Background: an optimization exercise with open tools, aiming at small area, a short achievable clock period and few clock cycles per item. Do not read the settings as production practice. At most, simulation tests tie the RTL to the original design; equivalence was not proved. Function not checked in runs 2 to 7: the RTL went through the layout flow alone. Power and IR drop assume default switching activity.

--- flow/config.mk ---
export PLATFORM = sky130hd
export DESIGN_NAME = rle_enc
export DESIGN_NICKNAME = rle_enc
export VERILOG_FILES = /design/flow/design.v
export SDC_FILE = /design/flow/constraint.sdc
export NUM_CORES = 4
export LEC_CHECK = 0
export CAP_MARGIN = 20
export CORE_MARGIN = 2
export CORE_UTILIZATION = 40
export SLEW_MARGIN = 20
--- flow/design.v ---
module rle_enc (
    input  wire         clk,
    input  wire         rst,
    input  wire         in_valid,
    output wire         in_ready,
    input  wire [7:0]   in_data,
    input  wire         in_last,
    input  wire [5:0]   unit_size,
    output wire         out_valid,
    input  wire         out_ready,
    output wire [9:0]   out_count,
    output wire [5:0]   out_len,
    output wire [255:0] out_unit,
    output wire         out_last
);
    localparam CHUNK = 1000;
    reg          in_stream;      
    reg  [5:0]   u;              
    reg  [9:0]   chunk_pos;      
    reg  [255:0] str;
    reg  [5:0]   str_len;
    reg          str_full;       
    reg          str_end;        
    reg          str_last;       
    reg  [255:0] cur;
    reg  [5:0]   cur_len;
    reg  [9:0]   cnt;
    reg          cur_valid;
    reg          flush;          
    reg          flush_last;     
    reg          o_valid;
    reg  [9:0]   o_count;
    reg  [5:0]   o_len;
    reg  [255:0] o_unit;
    reg          o_last;
    wire out_free = !o_valid || out_ready;
    assign in_ready  = !str_full && !flush;
    assign out_valid = o_valid;
    assign out_count = o_count;
    assign out_len   = o_len;
    assign out_unit  = o_unit;
    assign out_last  = o_last;
    wire       accept   = in_valid && in_ready;
    wire [5:0] u_now    = in_stream ? u : unit_size;
    wire       byte_end = (str_len + 6'd1 == u_now);
    wire       chk_end  = (chunk_pos == CHUNK - 1) || in_last;
    reg [255:0] len_mask;
    integer k;
    always @(*) begin
        for (k = 0; k < 32; k = k + 1)
            len_mask[8*k +: 8] = (k < str_len) ? 8'hff : 8'h00;
    end
    wire match = cur_valid && (cur_len == str_len) &&
                 (((cur ^ str) & len_mask) == 256'd0);
    always @(posedge clk) begin
        if (rst) begin
            in_stream <= 1'b0;
            u         <= 6'd0;
            chunk_pos <= 10'd0;
            str       <= 256'd0;
            str_len   <= 6'd0;
            str_full  <= 1'b0;
            str_end   <= 1'b0;
            str_last  <= 1'b0;
            cur       <= 256'd0;
            cur_len   <= 6'd0;
            cnt       <= 10'd0;
            cur_valid <= 1'b0;
            flush     <= 1'b0;
            flush_last<= 1'b0;
            o_valid   <= 1'b0;
            o_count   <= 10'd0;
            o_len     <= 6'd0;
            o_unit    <= 256'd0;
            o_last    <= 1'b0;
        end else begin
            if (o_valid && out_ready)
                o_valid <= 1'b0;
            if (flush) begin
                if (out_free) begin
                    o_valid    <= 1'b1;
                    o_count    <= cnt;
                    o_len      <= cur_len;
                    o_unit     <= cur;
                    o_last     <= flush_last;
                    cur_valid  <= 1'b0;
                    flush      <= 1'b0;
                end
            end else if (str_full) begin
                if (match) begin
                    cnt        <= cnt + 10'd1;
                    str_full   <= 1'b0;
                    str_len    <= 6'd0;
                    flush      <= str_end;
                    flush_last <= str_last;
                end else if (!cur_valid || out_free) begin
                    if (cur_valid) begin
                        o_valid <= 1'b1;
                        o_count <= cnt;
                        o_len   <= cur_len;
                        o_unit  <= cur;
                        o_last  <= 1'b0;
                    end
                    cur        <= str;
                    cur_len    <= str_len;
                    cnt        <= 10'd1;
                    cur_valid  <= 1'b1;
                    str_full   <= 1'b0;
                    str_len    <= 6'd0;
                    flush      <= str_end;
                    flush_last <= str_last;
                end
            end else if (accept) begin
                str[8*str_len +: 8] <= in_data;
                if (!in_stream) begin
                    in_stream <= 1'b1;
                    u         <= unit_size;
                end
                if (in_last) begin
                    in_stream <= 1'b0;
                    chunk_pos <= 10'd0;
                end else if (chunk_pos == CHUNK - 1) begin
                    chunk_pos <= 10'd0;
                end else begin
                    chunk_pos <= chunk_pos + 10'd1;
                end
                str_len <= str_len + 6'd1;
                if (byte_end || chk_end) begin
                    str_full <= 1'b1;
                    str_end  <= chk_end;
                    str_last <= in_last;
                end
            end
        end
    end
endmodule
--- flow/run.sh ---
#!/bin/bash
# synth_recipe.tcl (not shown) runs the flow's synth.tcl, then flattens the netlist and writes it again
# the make line also repeats each setting of config.mk as NAME=value (left out here)
make -C /OpenROAD-flow-scripts/flow DESIGN_CONFIG=/design/flow/config.mk WORK_HOME=/design/flow/orfs CLKGATE_MAP_FILE= SYNTH_SCRIPT=/design/flow/synth_recipe.tcl finish
--- flow/constraint.sdc ---
create_clock -name core_clock -period 5.0 [get_ports {clk}]
set_input_delay 1.0000 -clock core_clock [delete_from_list [all_inputs] [get_ports {clk}]]
set_output_delay 1.0000 -clock core_clock [all_outputs]
set_load 0.01 [all_outputs]
==> metrics.md, run 1 <==
| Metric | Value |
|---|---|
| Status | finished clean |
| Synth warn | 1 |
| Leakage power | 14.0 nW |
| Worst endpoint data arrival time | 4860 ps |
| Core area | 0.0872 mm^2 |
| Cts repair resizes | 0 |
| Clk slew on worst S/H paths | 60 ps |
| Total Wirelength | 107000 um |
| Switch share | 23.3% |
| Max incr delay on CP | 990 ps |
| Ys async rst share | 0% |
| Slew Limit Headroom | 25.4% |
| Routed via count | 29200 |
| Share of power burned in registers | 46.4% |
| HPWL Detailed | 64800 um |
| GR Overflow Total | 0 |
| CP Capture Type | register |
| Post-synth EDFFs | 0 |
| Cell Area, Synth | 0.0353 mm^2 |
| Seq cells post-synth | 831 |
| Antenna violations before repair | 6 |
| # Post-CTS Setup Buffers | 0 |
| Unrepaired setup endpoints after global routing | false |
| Total negative setup slack | 0 ps |
| Type of the worst min-delay path | register to register |
| Worst vdd ir | 270 uV |
| Period utilisation layout | 85.7% |
| Top-count cell post-synth | dfxtp_1 |
| Setup Skew | 29.1 ps |
| Mean Syn Cell Area | 8.60 um^2 |
| CTS tree | built |
| Final worst setup slack | 717 ps |
| DR iter-0 viols | 2600 |
| DP Worst Slack | 983 ps |
| CTS max path bufs | 3 |
| Starting Density | 40.5% |
| Port Buffer Count | 293 |
| Post-synth top cells | dfxtp_1 (831), nand2_1 (767), a21oi_1 (447) |
| Htree depth | 3 |
| NetSw | 3.34 mW |
| Die width | 301 um |
| Die area | 0.0907 mm^2 |
| Synthesized instance count | 4104 |
| Critical path's slowest cell | dfxtp_1 |
| Final antenna-violating net count | 0 |
| Area growth, synth to finish | 18.7% |
| # clock sinks | 831 |
| DRT Pass-1 Iters | 6 |
| # setup viols final | 0 |
| Int Pwr | 11.0 mW |
| Max-Cap Viols | 0 |
| Distinct cell type count after synthesis | 60 |
| Die H | 301 um |
| Critical Path RT | 5570 ps |
| Vias per std cell | 5.37 |
| First-pass GRT wire length | 164000 um |
| Critical path buffer and inverter count | 2 |
| Net count after synthesis | 4128 |
| Row cnt | 108 |
| Power share of the clock group | 49.5% |
| DRC viols | 0 |
| Final-stage net count | 4229 |
| Ys flop type | dfxtp_1 |
| Top cell type's share of synthesized area | 47.1% |
| Share of cells above drive strength 1 | 5.91% |
| Delay-heaviest family, CP | compound AO/OA/AOI/OAI gates |
| GP Congestion | 0.869 |
| Worst-path cell chain | nand2_1 -> o21ai_0 -> o21ai_0 -> and4_1 -> nand4_4 -> nor3_4 -> o31ai_4 -> buf_12 -> buf_16 -> mux2i_1 |
| Overall routing resource usage | 22.7% |
| Worst hold slack | 453 ps |
| CP startpoint kind | register |
| Final hold vios | 0 |
| Max-slew violation count | 0 |
| Crit-path most repeated cell | o21ai_0 |
| Least-Margin Pin Slew | 1110 ps |
| # IOs | 294 |
| Max Fanout on Critical Path | 98 |
| Cts hold-fix bufs | 0 |
| Crit path time final | 4280 ps |
| Post-synth top area cell | dfxtp_1 |
| Cts bufs inserted | 92 |
| Worst-skew pair later-pin latency | 660 ps |
| WS Path Type | register to register |
| Per-cell routed wire length | 19.6 um |
| Part of the power in combinational logic | 4.1% |
| Root Driver | clkbuf_16 |
| PD cells | 342 mW/mm^2 |
| Fillers | 8353 |
| Largest net degree at the start of global routing | 174 |
| Highest clock rate | 233 MHz |
| Synth top area cells | dfxtp_1 (47%), mux2i_1 (11%), nand2_1 (8.2%), a21oi_1 (6.3%), nand3_1 (5.7%) |
| Sequential-to-total area share from yosys stat | 47.1% |
| Number of global-route vias before repair | 27300 |
power by group through the flow:
stage          clock [mW]  combinational [mW]  sequential [mW]
2_1_floorplan           0               0.397             6.79
3_3_place_gp            0               0.579             6.80
3_5_place_dp            0               0.576             6.80
4_1_cts              7.24               0.577             6.65
5_1_grt              7.52               0.621             6.65
6_report             7.10               0.585             6.65
logic make-up after synthesis:
logic type / Yosys count / share of synthesized area, %
and+or+nand+nor: 1454 / 18.2
DFF: 831 / 47.1
AOI/OAI and AO/OA: 787 / 11.6
muxes: 392 / 11.1
buffers and inverters: 351 / 4.76
xor gates and xnor gates: 284 / 7.04
adders and majority gates: 5 / 0.177
stage by stage:
step	utilization, %	power (mW)	cells	area, um^2
after detailed placement	44.4	7.37	5264	38700
after global routing	48.1	14.8	5438	41900
after global placement	44.3	7.37	5264	38600
after CTS	48.0	14.5	5436	41900
after floorplan	-	7.19	4104	35300
final	48.1	14.3	5439	41900
registers in the layout, indices dropped and copies added, names as in the netlist, 6 cells and up:
register / count
cur_len: 6
str: 256
cnt: 10
cur: 256
o_unit: 256
o_count: 10
o_len: 6
chunk_pos: 10
u: 6
str_len: 6
final cells by class:
| type | instances | area, um^2 | area share [%] |
|---|---|---|---|
| multi-input combinational | 2922 | 17100 | 40.8 |
| sequential | 831 | 16600 | 39.7 |
| timing repair buffer | 346 | 3490 | 8.31 |
| clock buffer | 140 | 2800 | 6.68 |
| tap | 1155 | 1450 | 3.45 |
| clock inverter | 32 | 412 | 0.982 |
| inverter | 12 | 52.6 | 0.125 |
| antenna | 1 | 2.50 | 0.00597 |
cell usage in the layout, fill, tap and decap left out, types with 32 or more instances in the layout:
cell / instances
clkbuf_8: 32
clkdlybuf4s50_1: 284
nor4_1: 34
nand2_1: 766
mux2i_1: 392
buf_4: 39
o21ai_0: 227
nand4_1: 38
clkbuf_16: 92
xor2_1: 142
nor2_1: 152
o21ai_1: 65
dfxtp_1: 831
a21oi_1: 447
nand3_1: 399
xnor2_1: 142
tightest hold or removal path: stages (launching register included):
cell	delay [ps]
dfxtp_1	310
nand2_1	50
mux2i_1	50
metal layers:
metal	wire (um)	track usage (%)
met5	63	0
met4	2340	6.42
met3	6890	4.19
met2	47100	34.4
met1	50300	32.9
path summary, 6_finish.rpt:
| check | startpoint | end | slack (ps) | cells past startpoint |
|---|---|---|---|---|
| setup / recovery | str_len[2] | o_unit[101] | 720 | 10 |
| hold / removal | o_unit[221] | o_unit[221] | 450 | 2 |
| setup reg to reg | str_len[2] | o_unit[101] | 720 | 10 |
| hold reg to reg | o_unit[221] | o_unit[221] | 450 | 2 |
Testbench counts, summed over its fixed seeds: cycles 226,031, bytes 184,078.
==> inputs of run 2 (changes only) <==
==> flow/design.v (replaced) <==
module rle_enc (
    input  wire         clk,
    input  wire         rst,
    input  wire         in_valid,
    output wire         in_ready,
    input  wire [7:0]   in_data,
    input  wire         in_last,
    input  wire [5:0]   unit_size,
    output wire         out_valid,
    input  wire         out_ready,
    output wire [9:0]   out_count,
    output wire [5:0]   out_len,
    output wire [255:0] out_unit,
    output wire         out_last
);
    localparam CHUNK = 1000;
    reg  [7:0]   cur [0:31];
    reg  [4:0]   pos;            
    reg  [9:0]   chunk_pos;      
    reg          cl;             
    reg          m;              
    reg  [9:0]   cnt;            
    reg  [7:0]   exp_r;          
    reg  [7:0]   in_r;
    reg  [4:0]   p_r;
    reg          v_r;
    reg          fin_r;          
    reg          last_r;         
    reg          o_valid;
    reg  [9:0]   o_count;
    reg  [5:0]   o_len;
    reg          o_last;
    assign in_ready  = !o_valid;
    assign out_valid = o_valid;
    assign out_count = o_count;
    assign out_len   = o_len;
    assign out_last  = o_last;
    genvar g;
    generate
        for (g = 0; g < 32; g = g + 1) begin : g_unit
            assign out_unit[8*g +: 8] = cur[g];
        end
    endgenerate
    wire       accept = in_valid && !o_valid;
    wire       eq     = (in_data == exp_r);
    wire       full   = ({1'b0, pos} + 6'd1 == unit_size);
    wire       ce     = cl || in_last;
    wire       s_end  = full || ce;
    wire       close  = m && (!eq || (ce && !full));
    wire       wr     = v_r && !o_valid;
    wire [4:0] pos1   = pos + 5'd1;
    wire [7:0] exp_a  = (p_r == pos1) ? in_r : cur[pos1];
    wire [7:0] exp_0  = (pos == 5'd0) ? in_data :
                        (p_r == 5'd0) ? in_r : cur[0];
    always @(posedge clk) begin
        if (wr)
            cur[p_r] <= in_r;
        if (accept) begin
            in_r   <= in_data;
            p_r    <= pos;
            fin_r  <= ce;
            last_r <= in_last;
            exp_r  <= s_end ? exp_0 : exp_a;
            if (s_end)
                cnt <= (m && !close) ? cnt + 10'd1 : 10'd1;
        end
        if (!o_valid) begin
            o_count <= cnt;
            o_len   <= (v_r && fin_r) ? {1'b0, p_r} + 6'd1 : unit_size;
            o_last  <= v_r && fin_r && last_r;
        end
    end
    always @(posedge clk) begin
        if (rst) begin
            pos       <= 5'd0;
            chunk_pos <= 10'd0;
            cl        <= 1'b0;
            m         <= 1'b0;
            v_r       <= 1'b0;
            o_valid   <= 1'b0;
        end else begin
            if (o_valid && out_ready)
                o_valid <= 1'b0;
            if (wr)
                v_r <= 1'b0;
            if ((accept && close) || (wr && fin_r))
                o_valid <= 1'b1;
            if (accept) begin
                v_r       <= 1'b1;
                pos       <= s_end ? 5'd0 : pos1;
                chunk_pos <= ce ? 10'd0 : chunk_pos + 10'd1;
                cl        <= !ce && (chunk_pos == CHUNK - 2);
                if (s_end)
                    m <= !ce;
                else if (close)
                    m <= 1'b0;
            end
        end
    end
endmodule
==> run 2 against run 1 <==
Compared with the run above: sequential share of layout area up 14 points; clock-buffer cell count shrank 95; non-clock buffer count shrank 39; total power fell by 59%; first-iteration DRC count down 71%; register-to-register slack improved by 580 ps; synthesized cell count down 81%; critical path type unchanged.
==> metrics.md, run 2 <==
| Metric | Value |
|---|---|
| Switch share | 22.0% (-1.3 points) |
| CP Capture Type | register |
| Cts repair resizes | 0 (unchanged) |
| Post-synth top area cell | edfxtp_1 |
| Worst vdd ir | 197 uV (-27%) |
| Reg-to-Reg End | exp_r[0] |
| GR Overflow Total | 0 (unchanged) |
| Tot Pwr | 5.81 mW (-59%) |
| # setup viols final | 0 (unchanged) |
| Share of power burned in registers | 52.6% (+6.2 points) |
| WS Path Type | register to register |
| Synthesized instance count | 797 (-81%) |
| Worst-skew pair later-pin latency | 520 ps (-140 ps) |
| Cts hold-fix bufs | 0 (unchanged) |
| DP Worst Slack | 1260 ps (+279 ps) |
| Area growth, synth to finish | 33.7% |
| Hold Crit Depth | 0 (-2) |
| Number of global-route vias before repair | 8659 (-68%) |
| Seq cells post-synth | 325 (-61%) |
| Final worst setup slack | 1300 ps (+585 ps) |
| Ys flop type | edfxtp_1 |
| Final antenna-violating net count | 0 (unchanged) |
| Worst Setup EP | exp_r[0] |
| Max Fanout on Critical Path | 66 (-33%) |
| Most frequent cells in the layout | edfxtp_1 (306), clkdlybuf4s50_1 (293), nor2_1 (80), nand2_1 (69), mux4_2 (64) |
| DR iter-0 viols | 748 (-71%) |
| Mean Syn Cell Area | 16.8 um^2 (+96%) |
| Layout Cells excl Fill | 1579 (-71%) |
| Top-count cell post-synth | edfxtp_1 |
| Most flops, register | cur |
| CP startpoint | pos[0] |
| GP Congestion | 0.818 (-5.9%) |
| # clock sinks | 325 (-61%) |
| Critical R2R Launch | pos[0] |
| DRT Pass-1 Iters | 6 (unchanged) |
| Routed via count | 8604 (-71%) |
| # Post-CTS Setup Buffers | 0 (unchanged) |
| Slew Limit Headroom | 29.6% (+4.2 points) |
| Top cell type's share of synthesized area | 68.4% (+21 points) |
| Highest clock rate | 270 MHz (+16%) |
| Unrepaired setup endpoints after global routing | false |
| Final hold vios | 0 (unchanged) |
| Critical Path RT | 5200 ps (-370 ps) |
| Total negative setup slack | 0 ps (unchanged) |
| Setup Skew | 25.0 ps (-4.16 ps) |
| Die width | 187 um (-38%) |
| First-pass GRT wire length | 58600 um (-64%) |
| Starting Density | 40.3% (-0.17 points) |
| Least-Margin Pin Slew | 1060 ps (-57.1 ps) |
| Cell Area, Synth | 0.0134 mm^2 (-62%) |
| Vias per std cell | 5.45 (+1.5%) |
| Status | finished clean |
| Root Driver | clkbuf_16 |
| # IOs | 294 (unchanged) |
| Synth warn | 1 (unchanged) |
| Net count after synthesis | 825 (-80%) |
| Share of cells above drive strength 1 | 12.4% (+6.5 points) |
| Final-stage net count | 1133 (-73%) |
| Commonest non-fill, non-tap cell in the layout | edfxtp_1 |
| Max-slew violation count | 0 (unchanged) |
| Per-cell routed wire length | 25.7 um (+31%) |
| Total Wirelength | 40600 um (-62%) |
| Row cnt | 67 (-38%) |
| Type of the worst min-delay path | register to register |
| Worst reg-to-reg path cell count | 9 (-1) |
| Core area | 0.0333 mm^2 (-62%) |
| Part of the power in combinational logic | 6.2% (+2.1 points) |
| Ys async rst share | 0% (unchanged) |
| Placed Cells | 1515 (-71%) |
| Max-Cap Viols | 0 (unchanged) |
| Sequential-to-total area share from yosys stat | 71.3% (+24 points) |
| Port Buffer Count | 293 (unchanged) |
| Max reg flops | 256 |
| FF-to-FF setup slack | 1300 ps (+580 ps) |
| Synth top area cells | edfxtp_1 (68%), mux4_2 (11%), dfxtp_1 (2.8%), nor2_1 (2.2%), nand2_1 (1.9%) |
| Post-synth top cells | edfxtp_1 (306), nor2_1 (80), nand2_1 (69) |
| CTS tree | built |
| DRC viols | 0 (unchanged) |
| Crit path time final | 3700 ps (-585 ps) |
| Largest net degree at the start of global routing | 67 (-61%) |
| Cts bufs inserted | 35 (-62%) |
| Distinct cell type count after synthesis | 50 (-17%) |
| Ant. Diodes | 0 (-1) |
| Die H | 187 um (-38%) |
| HPWL Detailed | 28000 um (-57%) |
| Die area | 0.0351 mm^2 (-61%) |
| Overall routing resource usage | 22.8% (+0.082 points) |
| Period utilisation layout | 74.0% (-12 points) |
| Clk slew on worst S/H paths | 60 ps (about the same) |
| Post-synth EDFFs | 306 (+306) |
| PD cells | 324 mW/mm^2 (-5.4%) |
| Htree depth | 2 (-1) |
| Leakage power | 5.91 nW (-58%) |
| Int Pwr | 4.53 mW (-59%) |
| Power share of the clock group | 41.2% (-8.3 points) |
| CTS max path bufs | 3 (unchanged) |
| CP startpoint kind | register |
| Worst endpoint data arrival time | 3900 ps (-960 ps) |
| Antenna violations before repair | 0 (-6) |
| NetSw | 1.28 mW (-62%) |
[run 2: cell count changes in the layout (fill, tap and decap cells not counted), sizes merged, moves of 124 or more]
cell and delta:
xnor2 -124, dfxtp -812, nand3 -362, mux2i -368
edfxtp +306, nand2 -698, a21oi -436, o21ai -286
[run 2: cell type report]
class,instances,area [um^2]
Fill cell,2700,15300
Sequential cell,325,9570
Multi-Input combinational cell,425,3670
Timing Repair Buffer,307,3060
Clock buffer,45,955
Tap cell,448,561
Clock inverter,18,98.8
Inverter,11,41.3
[run 2: logic make-up (layout without fill, tap and decap cells)]
| logic type | count (synthesis) | in the layout | synth area share, % |
|---|---|---|---|
| flip-flops | 325 | 325 | 71.3 |
| AND/OR/NAND/NOR | 230 | 230 | 7.87 |
| multiplexers | 90 | 90 | 12.7 |
| AO/OA/AOI/OAI | 57 | 57 | 2.93 |
| buffers and inverters | 47 | 381 | 1.71 |
| XOR/XNOR | 39 | 39 | 2.70 |
| adder cells (fa/ha/maj) | 9 | 9 | 0.839 |
[run 2: per-stage QoR]
stage / hold slack [ps] / util, % / cell area [um^2]
after global routing: 493 / 53.9 / 17900
after detailed placement: 466 / 50.7 / 16900
final: 480 / 53.9 / 17900
after floorplan: 403 / - / 13400
after global placement: 456 / 50.7 / 16900
after CTS: 481 / 53.9 / 17900
[run 2: worst min-delay path by stage]
stage	start	to	slack, ps
2_1_floorplan	pos[3]	p_r[3]	400
3_3_place_gp	cnt[9]	o_count[9]	460
3_5_place_dp	cnt[9]	o_count[9]	470
4_1_cts	cnt[9]	o_count[9]	480
5_1_grt	cnt[9]	o_count[9]	490
6_report	cnt[9]	o_count[9]	480
[run 2: worst max-delay path: stages, from the launching register on]
cell and delay [ps]:
dfxtp_2 340, buf_4 360, inv_2 360, ha_4 420, buf_12 390, mux4_2 630
mux2i_1 300, a222oi_1 240, nand3_1 150, a31oi_1 90
[run 2: power groups by stage]
stage          Combinational, mW  Sequential, mW  Clock [mW]
2_1_floorplan              0.199            3.12           0
3_3_place_gp               0.359            3.11           0
3_5_place_dp               0.362            3.11           0
4_1_cts                    0.363            3.06        2.42
5_1_grt                    0.390            3.06        2.52
6_report                   0.362            3.06        2.39
[run 2: layer usage]
metal | wire length (um) | global-route usage (%) | part of all wire, %
met5 | 0 | 0 | 0
met4 | 1160 | 6.72 | 2.8
met3 | 3610 | 5.53 | 8.9
met2 | 19800 | 37.3 | 49
met1 | 16000 | 30.5 | 39
==> inputs of run 3 (changes only) <==
==> flow/flow/run.sh (new file) <==
#!/bin/bash
# Standard ORFS layout, with the ports buffered by sky130_fd_sc_hd__buf_1
# instead of the default buffer that buffer_ports picks.
set -euo pipefail
echo 'export BUFFER_PORTS_ARGS = -buffer_cell sky130_fd_sc_hd__buf_1' >> config.mk
bash standard.sh > standard.log 2>&1
==> flow/standard.sh (new file) <==
#!/bin/bash
# synth_recipe.tcl (not shown) runs the flow's synth.tcl, then flattens the netlist and writes it again
# the make line also repeats each setting of config.mk as NAME=value (left out here)
make -C /OpenROAD-flow-scripts/flow DESIGN_CONFIG=/design/flow/config.mk WORK_HOME=/design/flow/orfs CLKGATE_MAP_FILE= SYNTH_SCRIPT=/design/flow/synth_recipe.tcl "${@:-finish}"
--- a/flow/config.mk
+++ b/flow/config.mk
@@ -8,4 +8,6 @@
 export CAP_MARGIN = 20
 export CORE_MARGIN = 2
 export CORE_UTILIZATION = 40
+export CTS_BUF_LIST = sky130_fd_sc_hd__clkbuf_4 sky130_fd_sc_hd__clkbuf_8
 export SLEW_MARGIN = 20
+export BUFFER_PORTS_ARGS = -buffer_cell sky130_fd_sc_hd__buf_1
removed: flow/run.sh
==> run 3 against run 2 <==
Compared with the run above: first-iteration DRC count grew 18%; critical path depth shrank 2; synthesized cell count is the same; design area shrank 10%; critical endpoint is now cnt[8]; clock skew grew 19 ps.
==> metrics.md, run 3 <==
| Metric | Value |
|---|---|
| Status | finished clean |
| Overall routing resource usage | 22.4% (-0.44 points) |
| Post-synth top cells | edfxtp_1 (306), nor2_1 (80), nand2_1 (69) |
| Post-synth EDFFs | 306 (unchanged) |
| Number of global-route vias before repair | 8387 (-3.1%) |
| CTS tree | built |
| Hold EP | o_count[9] |
| Share of cells above drive strength 1 | 14.7% (+2.3 points) |
| Ant. Diodes | 0 (unchanged) |
| Top cell type's share of synthesized area | 68.4% (unchanged) |
| Period utilisation layout | 76.1% (+2.1 points) |
| Per-cell routed wire length | 24.9 um (-3.2%) |
| Ys async rst share | 0% (unchanged) |
| Worst-skew pair later-pin latency | 600 ps (+80 ps) |
| Mux share of post-synthesis cell area | 12.7% (unchanged) |
| GP Congestion | 0.890 (+8.8%) |
| DRC viols | 0 (unchanged) |
| HPWL Detailed | 28000 um (about the same) |
| Starting Density | 40.3% (unchanged) |
| Mean Syn Cell Area | 16.8 um^2 (unchanged) |
| Clk slew on worst S/H paths | 70 ps (about the same) |
| Worst reg-to-reg path cell count | 7 (-2) |
| Total Wirelength | 40100 um (-1.1%) |
| # Post-CTS Setup Buffers | 0 (unchanged) |
| Worst hold slack | 485 ps (+5.16 ps) |
| # setup viols final | 0 (unchanged) |
| Leakage power | 5.16 nW (-13%) |
| Die H | 187 um (unchanged) |
| Max Fanout on Critical Path | 25 (-62%) |
| Synthesized instance count | 797 (unchanged) |
| Die width | 187 um (unchanged) |
| Delay-heaviest family, CP | simple AND/OR/NAND/NOR gates |
| Most frequent cells in the layout | edfxtp_1 (306), buf_1 (293), nor2_1 (80), nand2_1 (69), mux4_2 (64) |
| Critical Path RT | 5190 ps (about the same) |
| Final hold vios | 0 (unchanged) |
| Dpl cell area | 0.0150 mm^2 (-11%) |
| DR iter-0 viols | 881 (+18%) |
| Critical path buffer and inverter count | 1 (-2) |
| Type of the worst min-delay path | register to register |
| Crit path time final | 3800 ps (+105 ps) |
| FF/Latch Area | 0.00957 mm^2 (unchanged) |
| Seq cells post-synth | 325 (unchanged) |
| Routed via count | 8767 (+1.9%) |
| Max-slew violation count | 0 (unchanged) |
| FF-to-FF setup slack | 1200 ps (-110 ps) |
| Max reg flops | 256 (unchanged) |
| Synth warn | 1 (unchanged) |
| Highest clock rate | 263 MHz (-2.8%) |
| Hold Crit Depth | 0 (unchanged) |
| First-pass GRT wire length | 57600 um (-1.7%) |
| Worst vdd ir | 185 uV (-5.7%) |
| Simple logic cell fraction of the synthesized area | 7.87% (unchanged) |
| Least-Margin Pin Slew | 1040 ps (-16.7 ps) |
| Net count after synthesis | 825 (unchanged) |
| # IOs | 294 (unchanged) |
| Worst-path cell chain | inv_2 -> ha_4 -> xor2_1 -> a311o_1 -> nor4_2 -> a21oi_2 -> nor2_1 |
| Reg-to-Reg End | cnt[8] |
| CP Capture Type | register |
| Ys flop type | edfxtp_1 |
| Largest family of logic cells by synthesized area | multiplexers |
| Htree depth | 2 (unchanged) |
| Max-Cap Viols | 0 (unchanged) |
| Max incr delay on CP | 750 ps (+120 ps) |
| Largest net degree at the start of global routing | 50 (-25%) |
| Area growth, synth to finish | 20.2% |
| Fillers | 2964 (+9.8%) |
| Final instance area | 0.0161 mm^2 (-10%) |
| Vias per std cell | 5.43 (-0.32%) |
| PD cells | 357 mW/mm^2 (+10%) |
| GR Overflow Total | 0 (unchanged) |
| Synth top area cells | edfxtp_1 (68%), mux4_2 (11%), dfxtp_1 (2.8%), nor2_1 (2.2%), nand2_1 (1.9%) |
| Area occupied by multi-input gates | 0.00367 mm^2 (unchanged) |
| Critical path's slowest cell | nor2_1 |
| Worst endpoint data arrival time | 3990 ps (+90 ps) |
| Final-stage net count | 1151 (+1.6%) |
| Slew Limit Headroom | 30.7% (+1.1 points) |
| Final antenna-violating net count | 0 (unchanged) |
| Row cnt | 67 (unchanged) |
| Most flops, register | cur |
| Min-delay src | cnt[9] |
| Synth Area in XOR/XNOR | 2.70% (unchanged) |
| Sequential-to-total area share from yosys stat | 71.3% (unchanged) |
| Antenna violations before repair | 0 (unchanged) |
| Post-Synth Adder-Cell Area | 0.839% (unchanged) |
| DRT Pass-1 Iters | 6 (unchanged) |
| # clock sinks | 325 (unchanged) |
| Port Buffer Count | 293 (unchanged) |
| CP startpoint kind | register |
| CTS max path bufs | 3 (unchanged) |
| Critical R2R Launch | pos[0] |
| Top-count cell post-synth | edfxtp_1 |
| Die area | 0.0351 mm^2 (unchanged) |
| Cts repair resizes | 0 (unchanged) |
| Root Driver | clkbuf_8 |
| Setup Skew | 43.8 ps (+18.8 ps) |
| Unrepaired setup endpoints after global routing | false |
| Cts hold-fix bufs | 0 (unchanged) |
| Commonest non-fill, non-tap cell in the layout | edfxtp_1 |
| Distinct cell type count after synthesis | 50 (unchanged) |
| Core area | 0.0333 mm^2 (unchanged) |
| Cell Area, Synth | 0.0134 mm^2 (unchanged) |
| Total negative setup slack | 0 ps (unchanged) |
| Post-synth top area cell | edfxtp_1 |
| Complex-gate fraction of the synthesized area | 2.93% (unchanged) |
| Cts bufs inserted | 53 (+51%) |
| WS Path Type | register to register |
## run 3: cell counts after synthesis
Identical to the previous run, type by type.
## run 3: power by group
part	switching [mW]	internal, mW	total, mW	leakage (nW)
Combinational	0.200	0.124	0.324	1.63
Clock	1.09	1.29	2.38	0.567
Sequential	0.0393	3.02	3.06	2.96
## run 3: worst max path at each step
stage / from / end / depth (start not counted)
5_1_grt: pos[0] / cnt[8] / 7
6_report: pos[0] / cnt[8] / 7
2_1_floorplan: pos[0] / cnt[0] / 12
3_3_place_gp: pos[0] / cnt[4] / 7
3_5_place_dp: pos[0] / cnt[4] / 7
4_1_cts: pos[0] / cnt[7] / 7
## run 3: cell type report
| cell class | instances | share of cell area, % |
|---|---|---|
| multi-input combinational | 425 | 22.7 |
| clock buffer | 62 | 4.98 |
| clock inverter | 36 | 1.75 |
| inverter | 11 | 0.256 |
| tap | 448 | 3.47 |
| sequential | 325 | 59.3 |
| timing repair buffer | 307 | 7.51 |
## run 3: logic make-up after synthesis
group,after synthesis
muxes,90
and+or+nand+nor,230
AOI/OAI and AO/OA,57
xor gates and xnor gates,39
adders and majority gates,9
buffers and inverters,47
DFF,325
## run 3: per-stage QoR
step / power, mW / util [%] / cells / worst slack (ps)
after floorplan: 3.32 / - / 797 / 1470
after global placement: 3.44 / 45.1 / 1515 / 1210
after detailed placement: 3.44 / 45.2 / 1515 / 1140
after CTS: 5.79 / 48.4 / 1613 / 1120
after global routing: 5.94 / 48.5 / 1614 / 868
final: 5.76 / 48.5 / 1614 / 1200
## run 3: routing by layer
layer	GRT usage, %	part of all wire, %	up-vias
met5	0	0	-
met4	5.53	1.9	0
met3	4.88	8.3	50
met2	36.8	49	431
met1	30.5	41	4495
li1	-	-	3791
==> inputs of run 4 (changes only) <==
--- a/flow/design.v
+++ b/flow/design.v
@@ -16,6 +16,8 @@
     localparam CHUNK = 1000;
     reg  [7:0]   cur [0:31];
     reg  [4:0]   pos;            
+    reg          ns;             
+    reg          full_r;         
     reg  [9:0]   chunk_pos;      
     reg          cl;             
     reg          m;              
@@ -27,10 +29,11 @@
     reg          fin_r;          
     reg          last_r;         
     reg          o_valid;
+    reg          rdy;            
     reg  [9:0]   o_count;
     reg  [5:0]   o_len;
     reg          o_last;
-    assign in_ready  = !o_valid;
+    assign in_ready  = rdy;
     assign out_valid = o_valid;
     assign out_count = o_count;
     assign out_len   = o_len;
@@ -41,26 +44,39 @@
             assign out_unit[8*g +: 8] = cur[g];
         end
     endgenerate
+    wire       u1     = (unit_size == 6'd1);
     wire       accept = in_valid && !o_valid;
     wire       eq     = (in_data == exp_r);
-    wire       full   = ({1'b0, pos} + 6'd1 == unit_size);
+    wire       full   = ns ? u1 : full_r;
     wire       ce     = cl || in_last;
     wire       s_end  = full || ce;
     wire       close  = m && (!eq || (ce && !full));
     wire       wr     = v_r && !o_valid;
-    wire [4:0] pos1   = pos + 5'd1;
-    wire [7:0] exp_a  = (p_r == pos1) ? in_r : cur[pos1];
+    wire       o_set  = (accept && close) || (wr && fin_r);
+    wire       o_nxt  = o_set || (o_valid && !out_ready);
+    wire [31:0] pdec = 32'd1 << pos;
+    reg  [7:0]  cur_a;
+    integer k;
+    always @(*) begin
+        cur_a = 8'd0;
+        for (k = 0; k < 31; k = k + 1)
+            cur_a = cur_a | (cur[k + 1] & {8{pdec[k]}});
+    end
+    wire [7:0] exp_a  = (pos == 5'd0 && p_r == 5'd1) ? in_r : cur_a;
     wire [7:0] exp_0  = (pos == 5'd0) ? in_data :
                         (p_r == 5'd0) ? in_r : cur[0];
     always @(posedge clk) begin
         if (wr)
             cur[p_r] <= in_r;
-        if (accept) begin
+        if (!o_valid) begin
             in_r   <= in_data;
             p_r    <= pos;
             fin_r  <= ce;
             last_r <= in_last;
+        end
+        if (accept) begin
             exp_r  <= s_end ? exp_0 : exp_a;
+            full_r <= s_end ? u1 : ({1'b0, pos} + 6'd2 == unit_size);
             if (s_end)
                 cnt <= (m && !close) ? cnt + 10'd1 : 10'd1;
         end
@@ -73,21 +89,22 @@
     always @(posedge clk) begin
         if (rst) begin
             pos       <= 5'd0;
+            ns        <= 1'b1;
             chunk_pos <= 10'd0;
             cl        <= 1'b0;
             m         <= 1'b0;
             v_r       <= 1'b0;
             o_valid   <= 1'b0;
+            rdy       <= 1'b1;
         end else begin
-            if (o_valid && out_ready)
-                o_valid <= 1'b0;
+            o_valid <= o_nxt;
+            rdy     <= !o_nxt;
             if (wr)
                 v_r <= 1'b0;
-            if ((accept && close) || (wr && fin_r))
-                o_valid <= 1'b1;
             if (accept) begin
                 v_r       <= 1'b1;
-                pos       <= s_end ? 5'd0 : pos1;
+                pos       <= s_end ? 5'd0 : pos + 5'd1;
+                ns        <= in_last;
                 chunk_pos <= ce ? 10'd0 : chunk_pos + 10'd1;
                 cl        <= !ce && (chunk_pos == CHUNK - 2);
                 if (s_end)
--- a/flow/config.mk
+++ b/flow/config.mk
@@ -9,5 +9,6 @@
 export CORE_MARGIN = 2
 export CORE_UTILIZATION = 40
 export CTS_BUF_LIST = sky130_fd_sc_hd__clkbuf_4 sky130_fd_sc_hd__clkbuf_8
+export SETUP_SLACK_MARGIN = 2.2
 export SLEW_MARGIN = 20
 export BUFFER_PORTS_ARGS = -buffer_cell sky130_fd_sc_hd__buf_1
==> run 4 against run 3 <==
Compared with the run above: global-route usage grew 5.5 points; first-iteration DRC count grew 89%; critical path depth grew 2; total power grew 0.76%; wire length grew 28%; clock-buffer cell count grew 14; final cell count grew 9.0%; sequential share of layout area shrank 0.42 points; combinational power shrank 15%.
==> metrics.md, run 4 <==
| Metric | Value |
|---|---|
| Status | finished clean |
| Row cnt | 67 (unchanged) |
| # setup viols final | 0 (unchanged) |
| Final-stage net count | 1303 (+13%) |
| Max reg flops | 256 (unchanged) |
| Max-slew violation count | 0 (unchanged) |
| Final instance area | 0.0164 mm^2 (+1.5%) |
| Hold EP | v_r |
| Max Fanout on Critical Path | 18 (-28%) |
| Max-Cap Viols | 0 (unchanged) |
| Largest net degree at the start of global routing | 40 (-20%) |
| Ant. Diodes | 0 (unchanged) |
| Seq cells post-synth | 328 (+0.92%) |
| Area occupied by multi-input gates | 0.00370 mm^2 (+0.99%) |
| GR Overflow Total | 0 (unchanged) |
| Die area | 0.0355 mm^2 (+1.4%) |
| Leakage power | 5.22 nW (+1.2%) |
| Int Pwr | 4.49 mW (+1.4%) |
| DR iter-0 viols | 1663 (+89%) |
| Top cell type's share of synthesized area | 67.7% (-0.75 points) |
| Part of the power in combinational logic | 4.7% (-0.9 points) |
| Sequential-to-total area share from yosys stat | 70.8% (-0.50 points) |
| Period utilisation layout | 54.8% (-21 points) |
| Critical R2R Launch | pos[1] |
| Min-delay src | v_r |
| WS Path Type | register to register |
| Clk slew on worst S/H paths | 60 ps (about the same) |
| Post-synth top area cell | edfxtp_1 |
| Tot Pwr | 5.81 mW (+0.76%) |
| FF-to-FF setup slack | 2260 ps (+1060 ps) |
| Port Buffer Count | 293 (unchanged) |
| WL met3 | 6690 um (+100%) |
| Total Wirelength | 51300 um (+28%) |
| Reg-to-Reg End | exp_r[3] |
| Routed via count | 10600 (+21%) |
| Setup Skew | 50.1 ps (+6.34 ps) |
| Worst-skew pair later-pin latency | 610 ps (about the same) |
| Die H | 189 um (+0.71%) |
| Die width | 189 um (+0.71%) |
| Highest clock rate | 365 MHz (+39%) |
| Post-synth EDFFs | 307 (+0.33%) |
| Root Driver | clkbuf_8 |
| CTS tree | built |
| DRT Pass-1 Iters | 6 (unchanged) |
| Cts bufs inserted | 53 (unchanged) |
| Overall routing resource usage | 27.9% (+5.5 points) |
| First-pass GRT wire length | 71000 um (+23%) |
| Final worst setup slack | 2260 ps (+1060 ps) |
| Final hold vios | 0 (unchanged) |
| Distinct cell type count after synthesis | 57 (+14%) |
| Synthesized instance count | 949 (+19%) |
| Antenna violations before repair | 0 (unchanged) |
| Type of the worst min-delay path | register to register |
| Fillers | 3029 (+2.2%) |
| Metal1 wirelength | 19800 um (+21%) |
| DP Worst Slack | 1810 ps (+668 ps) |
| Cell Area, Synth | 0.0136 mm^2 (+1.4%) |
| Worst vdd ir | 182 uV (-2.1%) |
| Switch share | 22.6% (-0.48 points) |
| Final design utilization | 48.9% (+0.37 points) |
| Placed Cells | 1661 (+9.6%) |
| Least-Margin Pin Slew | 1170 ps (+135 ps) |
| Vias per std cell | 6.02 (+11%) |
| CP Capture Type | register |
| Dpl cell area | 0.0152 mm^2 (+1.3%) |
| NetSw | 1.31 mW (-1.3%) |
| CTS max path bufs | 3 (unchanged) |
| Final antenna-violating net count | 0 (unchanged) |
| # IOs | 294 (unchanged) |
| Hold Crit Depth | 2 (+2) |
| Unrepaired setup endpoints after global routing | false |
| # clock sinks | 328 (+0.92%) |
| Net count after synthesis | 982 (+19%) |
| PD cells | 354 mW/mm^2 (-0.76%) |
| GP Congestion | 1.02 (+15%) |
| Most flops, register | cur |
| Core area | 0.0335 mm^2 (+0.76%) |
| FF/Latch Area | 0.00965 mm^2 (+0.81%) |
| Htree depth | 2 (unchanged) |
| Mean Syn Cell Area | 14.4 um^2 (-15%) |
| Synth top area cells | edfxtp_1 (68%), dfxtp_1 (3.1%), mux2i_1 (2.4%), nor2_1 (2.0%), nand2_1 (1.8%) |
| DRC viols | 0 (unchanged) |
| CP startpoint | pos[1] |
| Synth warn | 1 (unchanged) |
| Starting Density | 40.6% (+0.28 points) |
| Met2 WL post-DR | 22900 um (+16%) |
| CP startpoint kind | register |
| Power share of the clock group | 42.0% (+0.7 points) |
| Slew Limit Headroom | 21.5% (-9.3 points) |
| Layout Cells excl Fill | 1760 (+9.0%) |
| Worst endpoint data arrival time | 3030 ps (-960 ps) |
| Ys async rst share | 0% (unchanged) |
| Ys flop type | edfxtp_1 |
| Number of global-route vias before repair | 10100 (+20%) |
| Top layer in use | met4 |
| Post-synth top cells | edfxtp_1 (307), nor2_1 (73), nand2_1 (67) |
| Share of power burned in registers | 53.3% (+0.2 points) |
| Share of cells above drive strength 1 | 11.7% (-3.0 points) |
| Worst reg-to-reg path cell count | 9 (+2) |
| Top-count cell post-synth | edfxtp_1 |
| Area growth, synth to finish | 20.3% (about the same) |
| Total negative setup slack | 0 ps (unchanged) |
| Critical Path RT | 5280 ps (+90 ps) |
| Per-cell routed wire length | 29.1 um (+17%) |
| HPWL Detailed | 36100 um (+29%) |
| Most frequent cells in the layout | edfxtp_1 (307), buf_1 (293), nand2_1 (66), nor2_1 (66), clkbuf_8 (58) |
| Crit path time final | 2740 ps (-1060 ps) |
| Commonest non-fill, non-tap cell in the layout | edfxtp_1 |
| Worst hold slack | 483 ps (-1.93 ps) |
-- run 4: changes by cell type after synthesis, sizes merged, moves of 16 or more --
| cell | delta |
|---|---|
| o21ai | +37 |
| mux4 | -63 |
| a31oi | -17 |
| mux2 | +23 |
| o22ai | +16 |
| a22oi | +26 |
| a22o | +17 |
-- run 4: worst max path at each step --
stage,depth (start not counted),end
after floorplan,6,cnt[0]
after global placement,5,cnt[7]
after detailed placement,5,cnt[9]
after CTS,9,exp_r[0]
after global routing,9,exp_r[5]
final,9,exp_r[3]
-- run 4: power by group through the flow --
stage / Sequential [mW] / Combinational, mW / Clock [mW]
6_report: 3.09 / 0.274 / 2.44
5_1_grt: 3.10 / 0.293 / 2.58
4_1_cts: 3.09 / 0.269 / 2.46
3_5_place_dp: 3.15 / 0.265 / 0
3_3_place_gp: 3.15 / 0.258 / 0
2_1_floorplan: 3.17 / 0.126 / 0
-- run 4: cells by family (layout without fill, tap and decap cells) --
| family | Yosys count | count (layout) | share of synthesized area [%] |
|---|---|---|---|
| flops | 328 | 328 | 70.8 |
| simple gates | 270 | 270 | 9.52 |
| compound gates | 183 | 183 | 9.44 |
| buf+inv | 64 | 427 | 2.34 |
| mux | 59 | 59 | 4.66 |
| xor+xnor | 31 | 31 | 1.99 |
| fa+ha+maj | 14 | 14 | 1.29 |
-- run 4: layout make-up --
class                           instances  area share, %
Sequential cell                       328           58.9
Multi-Input combinational cell        557           22.6
Timing Repair Buffer                  319           8.03
Clock buffer                           76           5.70
Tap cell                              448           3.42
Clock inverter                         21           1.08
Inverter                               11          0.290
-- run 4: worst max-delay path, cell delays in order, from the launching register on --
cell,delay (ps)
dfxtp_1,440
inv_1,140
ha_1,210
buf_4,210
and4bb_2,360
a22oi_1,370
nand3_1,140
nor4_1,220
and3_1,250
o22ai_1,90
-- run 4: routing by layer --
metal / GRT usage, % / vias up
met1: 38.4 / 5247
li1: - / 4339
met2: 42.4 / 877
met5: 0 / -
met3: 8.18 / 140
met4: 9.56 / 0
-- run 4: repair_timing --
item                       4_1_cts  5_1_grt
buffers inserted                 2        0
pin swaps                        1        0
setup endpoints to repair       20       18
hold buffers                     0        0
resized for setup                5        8
==> inputs of run 5 (changes only) <==
--- a/flow/config.mk
+++ b/flow/config.mk
@@ -5,6 +5,7 @@
 export SDC_FILE = /design/flow/constraint.sdc
 export NUM_CORES = 4
 export LEC_CHECK = 0
+export ABC_CLOCK_PERIOD_IN_PS = 2500
 export CAP_MARGIN = 20
 export CORE_MARGIN = 2
 export CORE_UTILIZATION = 40
==> run 5 against run 4 <==
Compared with the run above: worst setup slack did not move; die area did not move; first-iteration DRC count did not move; largest power group unchanged; clock-buffer cell count did not move; global-route usage did not move; still clean; clock skew did not move; register-to-register slack barely moved; sequential cell count did not move; critical endpoint unchanged; combinational power barely moved; critical path type unchanged; sequential power barely moved.
==> metrics.md, run 5 <==
| Metric | Value |
|---|---|
| Status | finished clean |
| Cts bufs inserted | 53 (unchanged) |
| Worst reg-to-reg path cell count | 9 (unchanged) |
| Crit path time final | 2740 ps (unchanged) |
| Fillers | 3029 (unchanged) |
| Starting Density | 40.6% (unchanged) |
| Antenna violations before repair | 0 (unchanged) |
| First-pass GRT wire length | 71000 um (unchanged) |
| DP Worst Slack | 1810 ps (unchanged) |
| Power share of the clock group | 42.0% (about the same) |
| GR Overflow Total | 0 (unchanged) |
| Worst-skew pair later-pin latency | 610 ps (about the same) |
| # setup viols final | 0 (unchanged) |
| Largest net degree at the start of global routing | 40 (unchanged) |
| Sequential-to-total area share from yosys stat | 70.8% (unchanged) |
| Root Driver | clkbuf_8 |
| Die H | 189 um (unchanged) |
| Critical Path RT | 5280 ps (about the same) |
| Total negative setup slack | 0 ps (unchanged) |
| DRC viols | 0 (unchanged) |
| Synth warn | 1 (unchanged) |
| Ys async rst share | 0% (unchanged) |
| Dpl cell area | 0.0152 mm^2 (unchanged) |
| Slew Limit Headroom | 21.5% (unchanged) |
| Max Fanout on Critical Path | 18 (unchanged) |
| CP Capture Type | register |
| Leakage power | 5.22 nW (unchanged) |
| Post-synth top area cell | edfxtp_1 |
| Area occupied by multi-input gates | 0.00370 mm^2 (unchanged) |
| Vias per std cell | 6.02 (unchanged) |
| Seq cells post-synth | 328 (unchanged) |
| Final antenna-violating net count | 0 (unchanged) |
| Worst vdd ir | 182 uV (unchanged) |
| Routed via count | 10600 (unchanged) |
| Mean Syn Cell Area | 14.4 um^2 (unchanged) |
| Final worst setup slack | 2260 ps (unchanged) |
| HPWL Detailed | 36100 um (unchanged) |
| Cell Area, Synth | 0.0136 mm^2 (unchanged) |
| WS Path Type | register to register |
| Cts hold-fix bufs | 0 (unchanged) |
| DRT Pass-1 Iters | 6 (unchanged) |
| Type of the worst min-delay path | register to register |
| PD cells | 354 mW/mm^2 (unchanged) |
| Core area | 0.0335 mm^2 (unchanged) |
| Period utilisation layout | 54.8% (unchanged) |
| Post-synth top cells | edfxtp_1 (307), nor2_1 (73), nand2_1 (67) |
| Clk slew on worst S/H paths | 60 ps (about the same) |
| # clock sinks | 328 (unchanged) |
| Final instance area | 0.0164 mm^2 (unchanged) |
| DR iter-0 viols | 1663 (unchanged) |
| Area growth, synth to finish | 20.3% (unchanged) |
| Ant. Diodes | 0 (unchanged) |
| Die width | 189 um (unchanged) |
| Share of cells above drive strength 1 | 11.7% (unchanged) |
| Overall routing resource usage | 27.9% (unchanged) |
| Synthesized instance count | 949 (unchanged) |
| Distinct cell type count after synthesis | 57 (unchanged) |
| Max reg flops | 256 (unchanged) |
| CTS tree | built |
| Synth top area cells | edfxtp_1 (68%), dfxtp_1 (3.1%), mux2i_1 (2.4%), nor2_1 (2.0%), nand2_1 (1.8%) |
| CP startpoint kind | register |
| Max-Cap Viols | 0 (unchanged) |
| Most flops, register | cur |
| Most frequent cells in the layout | edfxtp_1 (307), buf_1 (293), nand2_1 (66), nor2_1 (66), clkbuf_8 (58) |
| Int Pwr | 4.49 mW (unchanged) |
| Top-count cell post-synth | edfxtp_1 |
| Number of global-route vias before repair | 10100 (unchanged) |
| Row cnt | 67 (unchanged) |
| NetSw | 1.31 mW (unchanged) |
| Switch share | 22.6% (unchanged) |
| Top cell type's share of synthesized area | 67.7% (unchanged) |
| Part of the power in combinational logic | 4.7% (about the same) |
| Commonest non-fill, non-tap cell in the layout | edfxtp_1 |
| Die area | 0.0355 mm^2 (unchanged) |
| Final design utilization | 48.9% (unchanged) |
| Total Wirelength | 51300 um (unchanged) |
| Setup Skew | 50.1 ps (unchanged) |
| Net count after synthesis | 982 (unchanged) |
| Hold Crit Depth | 2 (unchanged) |
| Least-Margin Pin Slew | 1170 ps (unchanged) |
| Worst endpoint data arrival time | 3030 ps (about the same) |
| GP Congestion | 1.02 (unchanged) |
| Ys flop type | edfxtp_1 |
| CTS max path bufs | 3 (unchanged) |
| Unrepaired setup endpoints after global routing | false |
| Per-cell routed wire length | 29.1 um (unchanged) |
| Final hold vios | 0 (unchanged) |
| FF/Latch Area | 0.00965 mm^2 (unchanged) |
| Htree depth | 2 (unchanged) |
| Final-stage net count | 1303 (unchanged) |
| # IOs | 294 (unchanged) |
| Post-synth EDFFs | 307 (unchanged) |
| Port Buffer Count | 293 (unchanged) |
| Highest clock rate | 365 MHz (unchanged) |
| Share of power burned in registers | 53.3% (about the same) |
| Max-slew violation count | 0 (unchanged) |
-- run 5: final timing paths --
kind | end | startpoint | slack (ps)
min | v_r | v_r | 480
max reg2reg | exp_r[3] | pos[1] | 2260
min reg2reg | v_r | v_r | 480
max | exp_r[3] | pos[1] | 2260
-- run 5: stage by stage --
stage / power [mW] / hold slack (ps) / cells
2_1_floorplan: 3.30 / 448 / 949
3_3_place_gp: 3.41 / 470 / 1660
3_5_place_dp: 3.42 / 482 / 1661
4_1_cts: 5.82 / 489 / 1760
5_1_grt: 5.97 / 532 / 1760
6_report: 5.81 / 483 / 1760
-- run 5: logic make-up after synthesis --
family	Yosys count	synth area share [%]
mux	59	4.66
flops	328	70.8
compound gates	183	9.44
xor+xnor	31	1.99
simple gates	270	9.52
fa+ha+maj	14	1.29
buf+inv	64	2.34
-- run 5: repair_timing --
item / 4_1_cts / 5_1_grt
pin swaps: 1 / 0
resized for setup: 5 / 8
endpoints found under the setup margin: 20 / 18
buffers inserted: 2 / 0
-- run 5: power by group through the flow --
| stage | registers, mW | logic (mW) | clock network [mW] |
|---|---|---|---|
| 3_3_place_gp | 3.15 | 0.258 | 0 |
| 5_1_grt | 3.10 | 0.293 | 2.58 |
| 4_1_cts | 3.09 | 0.269 | 2.46 |
| 6_report | 3.09 | 0.274 | 2.44 |
| 2_1_floorplan | 3.17 | 0.126 | 0 |
| 3_5_place_dp | 3.15 | 0.265 | 0 |
-- run 5: cell type report --
type | instances | share of cell area, %
inverter | 11 | 0.290
tap | 448 | 3.42
sequential | 328 | 58.9
timing repair buffer | 319 | 8.03
clock inverter | 21 | 1.08
clock buffer | 76 | 5.70
multi-input combinational | 557 | 22.6
-- run 5: critical path, stage by stage (launching register included) --
cell	delay, ps
dfxtp_1	440
inv_1	140
ha_1	210
buf_4	210
and4bb_2	360
a22oi_1	370
nand3_1	140
nor4_1	220
and3_1	250
o22ai_1	90
-- run 5: layer usage --
metal / global-route usage (%) / part of all wire (%)
met1: 38.4 / 39
met2: 42.4 / 45
met3: 8.18 / 13
met4: 9.56 / 3.7
met5: 0 / 0
==> inputs of run 6 (changes only) <==
==> flow/config.mk (replaced) <==
export PLATFORM = sky130hd
export DESIGN_NAME = rle_enc
export DESIGN_NICKNAME = rle_enc
export VERILOG_FILES = /design/flow/design.v
export SDC_FILE = /design/flow/constraint.sdc
export NUM_CORES = 4
export LEC_CHECK = 0
export CAP_MARGIN = 20
export CORE_MARGIN = 2
export CORE_UTILIZATION = 40
export CTS_BUF_LIST = sky130_fd_sc_hd__clkbuf_4 sky130_fd_sc_hd__clkbuf_8
export SETUP_SLACK_MARGIN = 2.6
export SLEW_MARGIN = 20
export BUFFER_PORTS_ARGS = -buffer_cell sky130_fd_sc_hd__buf_1
==> run 6 against run 5 <==
Compared with the run above: via count shrank 1.9%; still clean on timing, DRC and antenna; area after synthesis is the same; largest cell class unchanged; clock-buffer cell count shrank 10.
==> metrics.md, run 6 <==
| Metric | Value |
|---|---|
| Status | finished clean |
| Synth warn | 1 (unchanged) |
| Final-stage net count | 1316 (+1.0%) |
| Antenna violations before repair | 0 (unchanged) |
| Period utilisation layout | 50.3% (-4.5 points) |
| Htree depth | 2 (unchanged) |
| Commonest non-fill, non-tap cell in the layout | edfxtp_1 |
| # IOs | 294 (unchanged) |
| Share of cells above drive strength 1 | 16.7% (+5.0 points) |
| Final hold vios | 0 (unchanged) |
| Die area | 0.0355 mm^2 (unchanged) |
| Mean Syn Cell Area | 14.4 um^2 (unchanged) |
| Most frequent cells in the layout | edfxtp_1 (307), buf_1 (293), nand2_1 (64), clkbuf_8 (53), nor2_1 (52) |
| CTS max path bufs | 3 (unchanged) |
| Root Driver | clkbuf_8 |
| Die H | 189 um (unchanged) |
| Max Fanout on Critical Path | 15 (-3) |
| Number of global-route vias before repair | 9850 (-2.1%) |
| Sequential-to-total area share from yosys stat | 70.8% (unchanged) |
| Clk slew on worst S/H paths | 70 ps (about the same) |
| CP startpoint kind | register |
| Net count after synthesis | 982 (unchanged) |
| DRT Pass-1 Iters | 6 (unchanged) |
| Port Buffer Count | 293 (unchanged) |
| Seq cells post-synth | 328 (unchanged) |
| Fillers | 2928 (-3.3%) |
| Leakage power | 5.37 nW (+2.9%) |
| Max incr delay on CP | 390 ps (-50 ps) |
| Dpl cell area | 0.0152 mm^2 (about the same) |
| Total Wirelength | 51800 um (+0.98%) |
| Largest family of logic cells by synthesized area | simple AND/OR/NAND/NOR gates |
| Ys flop type | edfxtp_1 |
| Final instance area | 0.0168 mm^2 (+2.7%) |
| Post-synth top cells | edfxtp_1 (307), nor2_1 (73), nand2_1 (67) |
| Starting Density | 40.6% (unchanged) |
| Synth top area cells | edfxtp_1 (68%), dfxtp_1 (3.1%), mux2i_1 (2.4%), nor2_1 (2.0%), nand2_1 (1.8%) |
| Final worst setup slack | 2480 ps (+223 ps) |
| Delay-heaviest family, CP | compound AO/OA/AOI/OAI gates |
| GP Congestion | 0.984 (-3.5%) |
| Area growth, synth to finish | 23.6% |
| Distinct cell type count after synthesis | 57 (unchanged) |
| Row cnt | 67 (unchanged) |
| Post-Synth Adder-Cell Area | 1.29% (unchanged) |
| Ant. Diodes | 0 (unchanged) |
| Crit path time final | 2520 ps (-223 ps) |
| Max-slew violation count | 0 (unchanged) |
| Worst-path cell chain | inv_1 -> ha_4 -> buf_6 -> nor2b_4 -> a22oi_2 -> o211ai_1 -> a2111oi_2 -> nor4b_4 -> o22ai_1 |
| Complex-gate fraction of the synthesized area | 9.44% (unchanged) |
| Total negative setup slack | 0 ps (unchanged) |
| Critical Path RT | 5340 ps (+60 ps) |
| Die width | 189 um (unchanged) |
| Slew Limit Headroom | 32.1% (+11 points) |
| Most flops, register | cur |
| Critical path's slowest cell | dfxtp_4 |
| Least-Margin Pin Slew | 1010 ps (-159 ps) |
| WS Path Type | register to register |
| Setup Skew | 33.4 ps (-16.7 ps) |
| Routed via count | 10400 (-1.9%) |
| HPWL Detailed | 36100 um (about the same) |
| Cell Area, Synth | 0.0136 mm^2 (unchanged) |
| # setup viols final | 0 (unchanged) |
| Top-count cell post-synth | edfxtp_1 |
| Worst vdd ir | 157 uV (-14%) |
| # clock sinks | 328 (unchanged) |
| DP Worst Slack | 1810 ps (-2.14 ps) |
| Critical path buffer and inverter count | 2 (unchanged) |
| PD cells | 347 mW/mm^2 (-2.0%) |
| Type of the worst min-delay path | register to register |
| Synth Area in XOR/XNOR | 1.99% (unchanged) |
| Worst endpoint data arrival time | 2850 ps (-180 ps) |
| Unrepaired setup endpoints after global routing | true |
| Post-synth top area cell | edfxtp_1 |
| Synthesized instance count | 949 (unchanged) |
| GR Overflow Total | 0 (unchanged) |
| Cts bufs inserted | 53 (unchanged) |
| Highest clock rate | 397 MHz (+8.9%) |
| Ys async rst share | 0% (unchanged) |
| DR iter-0 viols | 1084 (-35%) |
| Cts hold-fix bufs | 0 (unchanged) |
| Mux share of post-synthesis cell area | 4.66% (unchanged) |
| Simple logic cell fraction of the synthesized area | 9.52% (unchanged) |
| Core area | 0.0335 mm^2 (unchanged) |
| Overall routing resource usage | 28.3% (+0.40 points) |
| Post-synth EDFFs | 307 (unchanged) |
| Max reg flops | 256 (unchanged) |
| Top cell type's share of synthesized area | 67.7% (unchanged) |
| CTS tree | built |
| Largest net degree at the start of global routing | 35 (-13%) |
| Worst-skew pair later-pin latency | 620 ps (about the same) |
| DRC viols | 0 (unchanged) |
| Max-Cap Viols | 0 (unchanged) |
| Vias per std cell | 5.86 (-2.7%) |
| First-pass GRT wire length | 71600 um (+0.74%) |
| CP Capture Type | register |
| Per-cell routed wire length | 29.2 um (+0.18%) |
| Final antenna-violating net count | 0 (unchanged) |
run 6: cells by family after synthesis:
logic type | Yosys count
compound gates | 183
xor+xnor | 31
fa+ha+maj | 14
buf+inv | 64
flops | 328
mux | 59
simple gates | 270
run 6: where the power goes:
group	switching, mW	internal, mW	leakage, nW	total [mW]
Clock	1.11	1.36	0.582	2.46
Sequential	0.0303	3.06	3.00	3.09
Combinational	0.206	0.0862	1.79	0.292
Total	1.35	4.50	5.37	5.85
run 6: final cells by class:
| class | count | area, um^2 | area share [%] |
|---|---|---|---|
| clock inverters | 32 | 285 | 1.69 |
| repair inverters | 1 | 5.00 | 0.0297 |
| repair buffers | 331 | 1460 | 8.66 |
| clock buffers | 66 | 827 | 4.91 |
| inverters | 11 | 47.5 | 0.282 |
| flip-flops and latches | 328 | 9660 | 57.4 |
| well taps | 448 | 561 | 3.33 |
| multi-input cells | 557 | 3990 | 23.7 |
run 6: worst paths after layout:
kind / from / to / slack, ps / depth (start not counted)
max: pos[0] / exp_r[2] / 2480 / 9
min: cnt[9] / o_count[9] / 490 / 0
max reg2reg: pos[0] / exp_r[2] / 2480 / 9
min reg2reg: cnt[9] / o_count[9] / 490 / 0
run 6: routing by layer:
layer  share of wire, %  global-route usage, %
met1                 41                   40.7
met3                 11                   6.07
met5                  0                      0
met2                 45                   43.4
met4                2.9                   8.29
run 6: stage by stage:
| step | utilization [%] | hold slack, ps | power [mW] | std cells |
|---|---|---|---|---|
| after global routing | 50.2 | 498 | 6.01 | 1774 |
| after floorplan | - | 448 | 3.30 | 949 |
| after global placement | 45.4 | 466 | 3.42 | 1661 |
| final | 50.2 | 490 | 5.85 | 1774 |
| after detailed placement | 45.4 | 475 | 3.42 | 1661 |
| after CTS | 49.6 | 492 | 5.86 | 1770 |
run 6: repair_timing:
| item | CTS | global route |
|---|---|---|
| cloned | 1 | 0 |
| pin swaps | 5 | 13 |
| gates resized for setup | 57 | 41 |
| buffers inserted | 10 | 4 |
| setup endpoints to repair | 115 | 106 |
==> inputs of run 7 (changes only) <==
--- a/flow/config.mk
+++ b/flow/config.mk
@@ -9,6 +9,6 @@
 export CORE_MARGIN = 2
 export CORE_UTILIZATION = 40
 export CTS_BUF_LIST = sky130_fd_sc_hd__clkbuf_4 sky130_fd_sc_hd__clkbuf_8
-export SETUP_SLACK_MARGIN = 2.6
+export SETUP_SLACK_MARGIN = 3.0
 export SLEW_MARGIN = 20
 export BUFFER_PORTS_ARGS = -buffer_cell sky130_fd_sc_hd__buf_1
==> run 7 against run 6 <==
Compared with the run above: combinational power grew 21%; register-to-register slack improved by 60 ps; fmax increased by 2.3%; critical path depth fell by 1; total power fell by 1.5%; largest cell class unchanged; critical path type unchanged; still clean on timing, DRC and antenna.
==> metrics.md, run 7 <==
| Metric | Value |
|---|---|
| Seq cells post-synth | 328 (unchanged) |
| Die area | 0.0355 mm^2 (unchanged) |
| Final antenna-violating net count | 0 (unchanged) |
| Die width | 189 um (unchanged) |
| GR Overflow Total | 0 (unchanged) |
| DRT Pass-1 Iters | 6 (unchanged) |
| Max-Cap Viols | 0 (unchanged) |
| Port Buffer Count | 293 (unchanged) |
| Row cnt | 67 (unchanged) |
| Worst vdd ir | 196 uV (+25%) |
| WS Path Type | register to register |
| Root Driver | clkbuf_8 |
| Htree depth | 2 (unchanged) |
| Met2 usage | 45.3% (+1.9 points) |
| Status | finished clean |
| Final hold vios | 0 (unchanged) |
| Max reg flops | 256 (unchanged) |
| Int Pwr | 4.39 mW (-2.5%) |
| GP Congestion | 0.986 (+0.23%) |
| Overall routing resource usage | 30.1% (+1.8 points) |
| First-pass GRT wire length | 76300 um (+6.6%) |
| Net count after synthesis | 982 (unchanged) |
| Mean Syn Cell Area | 14.4 um^2 (unchanged) |
| Final-stage net count | 1577 (+20%) |
| Total negative setup slack | 0 ps (unchanged) |
| Busiest grt layer | met2 |
| Share of power burned in registers | 53.8% (+0.9 points) |
| Starting Density | 40.6% (unchanged) |
| PD cells | 295 mW/mm^2 (-15%) |
| DRC viols | 0 (unchanged) |
| # clock sinks | 328 (unchanged) |
| Fillers | 2746 (-6.2%) |
| Most frequent cells in the layout | edfxtp_1 (307), buf_4 (274), clkbuf_2 (194), buf_1 (82), clkbuf_8 (57) |
| HPWL Detailed | 36800 um (+1.8%) |
| # setup viols final | 0 (unchanged) |
| Cts bufs inserted | 53 (unchanged) |
| Total Wirelength | 55800 um (+7.8%) |
| Top cell type's share of synthesized area | 67.7% (unchanged) |
| CTS tree | built |
| Worst-skew pair later-pin latency | 600 ps (-20 ps) |
| Ys flop type | edfxtp_1 |
| Setup Skew | 27.1 ps (-6.30 ps) |
| Critical Path RT | 5320 ps (-20 ps) |
| Layout Cells excl Fill | 2033 (+15%) |
| Sequential-to-total area share from yosys stat | 70.8% (unchanged) |
| Largest net degree at the start of global routing | 35 (unchanged) |
| Routed via count | 11800 (+13%) |
| Power share of the clock group | 40.1% (-2.0 points) |
| Top-count cell post-synth | edfxtp_1 |
| Max Fanout on Critical Path | 6 (-9) |
| Post-synth top area cell | edfxtp_1 |
| CTS max path bufs | 3 (unchanged) |
| Share of cells above drive strength 1 | 45.6% (+29 points) |
| Slew Limit Headroom | 34.0% (+1.9 points) |
| Commonest non-fill, non-tap cell in the layout | edfxtp_1 |
| Clk slew on worst S/H paths | 60 ps (about the same) |
| Period utilisation layout | 49.2% (-1.1 points) |
| CP startpoint kind | register |
| Synth top area cells | edfxtp_1 (68%), dfxtp_1 (3.1%), mux2i_1 (2.4%), nor2_1 (2.0%), nand2_1 (1.8%) |
| Highest clock rate | 406 MHz (+2.3%) |
| Met3 GRT Util | 7.80% (+1.7 points) |
| FF/Latch Area | 0.00966 mm^2 (about the same) |
| DR iter-0 viols | 1497 (+38%) |
| Crit path time final | 2460 ps (-57.3 ps) |
| Per-cell routed wire length | 27.5 um (-5.9%) |
| Synthesized instance count | 949 (unchanged) |
| Distinct cell type count after synthesis | 57 (unchanged) |
| Switch share | 23.8% (+0.78 points) |
| Unrepaired setup endpoints after global routing | true |
| Leakage power | 7.37 nW (+37%) |
| # IOs | 294 (unchanged) |
| Most flops, register | cur |
| NetSw | 1.37 mW (+1.9%) |
| Post-synth top cells | edfxtp_1 (307), nor2_1 (73), nand2_1 (67) |
| Part of the power in combinational logic | 6.1% (+1.1 points) |
| Ys async rst share | 0% (unchanged) |
| Core area | 0.0335 mm^2 (unchanged) |
| Antenna violations before repair | 1 (+1) |
| Vias per std cell | 5.78 (-1.4%) |
| Placed Cells | 1661 (unchanged) |
| Max-slew violation count | 0 (unchanged) |
| Cell Area, Synth | 0.0136 mm^2 (unchanged) |
| Area growth, synth to finish | 43.6% |
| Type of the worst min-delay path | register to register |
| Tot Pwr | 5.76 mW (-1.5%) |
| CP Capture Type | register |
| Number of global-route vias before repair | 11000 (+12%) |
| Worst endpoint data arrival time | 2780 ps (-70 ps) |
| Die H | 189 um (unchanged) |
| Area occupied by multi-input gates | 0.00428 mm^2 (+7.1%) |
| Post-synth EDFFs | 307 (unchanged) |
| Least-Margin Pin Slew | 990 ps (-24.6 ps) |
| Synth warn | 1 (unchanged) |
| Met1 usage | 42.4% (+1.7 points) |
run 7: cell counts after synthesis:
Identical to the previous run, type by type.
run 7: worst paths after layout:
kind                             start          to  slack [ps]  depth (start not counted)
worst min register to register  cnt[9]  o_count[9]         480                          0
worst min-delay path            cnt[9]  o_count[9]         480                          0
worst max-delay path            pos[1]    exp_r[3]        2540                          8
worst max register to register  pos[1]    exp_r[3]        2540                          8
run 7: worst max-delay path: stages (launching register included):
cell and delay (ps):
dfxtp_4 390, inv_1 130, ha_4 220, and4bb_4 250
a22oi_2 320, nand3_2 180, nor4_4 370, and3_4 260
o22ai_1 70
run 7: power groups by stage:
stage | registers, mW | logic, mW | clock network (mW)
floorplan | 3.17 | 0.130 | 0
global placement | 3.16 | 0.268 | 0
detailed placement | 3.16 | 0.270 | 0
CTS | 3.10 | 0.329 | 2.32
global route | 3.10 | 0.373 | 2.44
finish | 3.10 | 0.353 | 2.31
run 7: kinds of logic after synthesis:
kind of cell / after synthesis / synth area share, %
flops: 328 / 70.8
buf+inv: 64 / 2.34
xor+xnor: 31 / 1.99
simple gates: 270 / 9.52
fa+ha+maj: 14 / 1.29
mux: 59 / 4.66
compound gates: 183 / 9.44
run 7: repair_timing:
| item | in CTS | in global routing |
|---|---|---|
| endpoints found under the setup margin | 558 | 430 |
| gates resized for setup | 149 | 237 |
| hold buffers | 0 | 0 |
| gates cloned | 5 | 2 |
| buffers inserted | 189 | 80 |
| pin swaps | 17 | 26 |
run 7: layer usage:
| metal | wire length, um | vias up |
|---|---|---|
| met1 | 22400 | 5783 |
| li1 | - | 4900 |
| met2 | 24500 | 918 |
| met3 | 6710 | 159 |
| met5 | 0 | - |
| met4 | 2210 | 0 |
run 7: through the flow:
step	utilization, %	hold WS (ps)	setup WS [ps]	instance area, um^2
2_1_floorplan	-	448	2600	13700
3_3_place_gp	45.4	464	1660	15200
3_5_place_dp	45.5	469	1600	15200
4_1_cts	55.0	485	2650	18400
5_1_grt	58.3	514	2560	19600
6_report	58.3	484	2540	19600
run 7: final cells by class:
type                            instances  share of cell area [%]
Timing Repair inverter                  1                  0.0256
Multi-Input combinational cell        557                    21.9
Tap cell                              448                    2.87
Clock inverter                         25                   0.806
Antenna cell                            1                  0.0128
Timing Repair Buffer                  592                    20.2
Clock buffer                           70                    4.51
Inverter                               11                   0.294
Sequential cell                       328                    49.4

[port drivers added, routing unchanged]
The results above use ideal ports. As a check the final layouts listed here were re-extracted and re-timed, cells and wires unchanged.
Step 1 assumes that a clkbuf_16 drives the clock port and a buf_2 every other input.
Step 2, shift: input delay + t, output delay - t, t = (earliest + latest rising clock arrival at the registers) / 2. This alone moves slack from input paths to output paths.
Slacks: no drivers / after step 1 / after step 2; pairs: no drivers / after step 1.
run | t, ns | setup slack, ns
run 1 | 0.712 | 0.717 / 0.717 / 0.717
run 2 | 0.565 | 1.301 / 1.301 / 1.219
run 3 | 0.630 | 1.196 / 1.196 / 1.196
run 4 | 0.627 | 2.260 / 2.260 / 1.818
run 5 | 0.627 | 2.260 / 2.260 / 1.818
run 6 | 0.657 | 2.483 / 2.483 / 2.257
run 7 | 0.631 | 2.540 / 2.540 / 2.494
After both steps setup and hold are still met in every run listed.
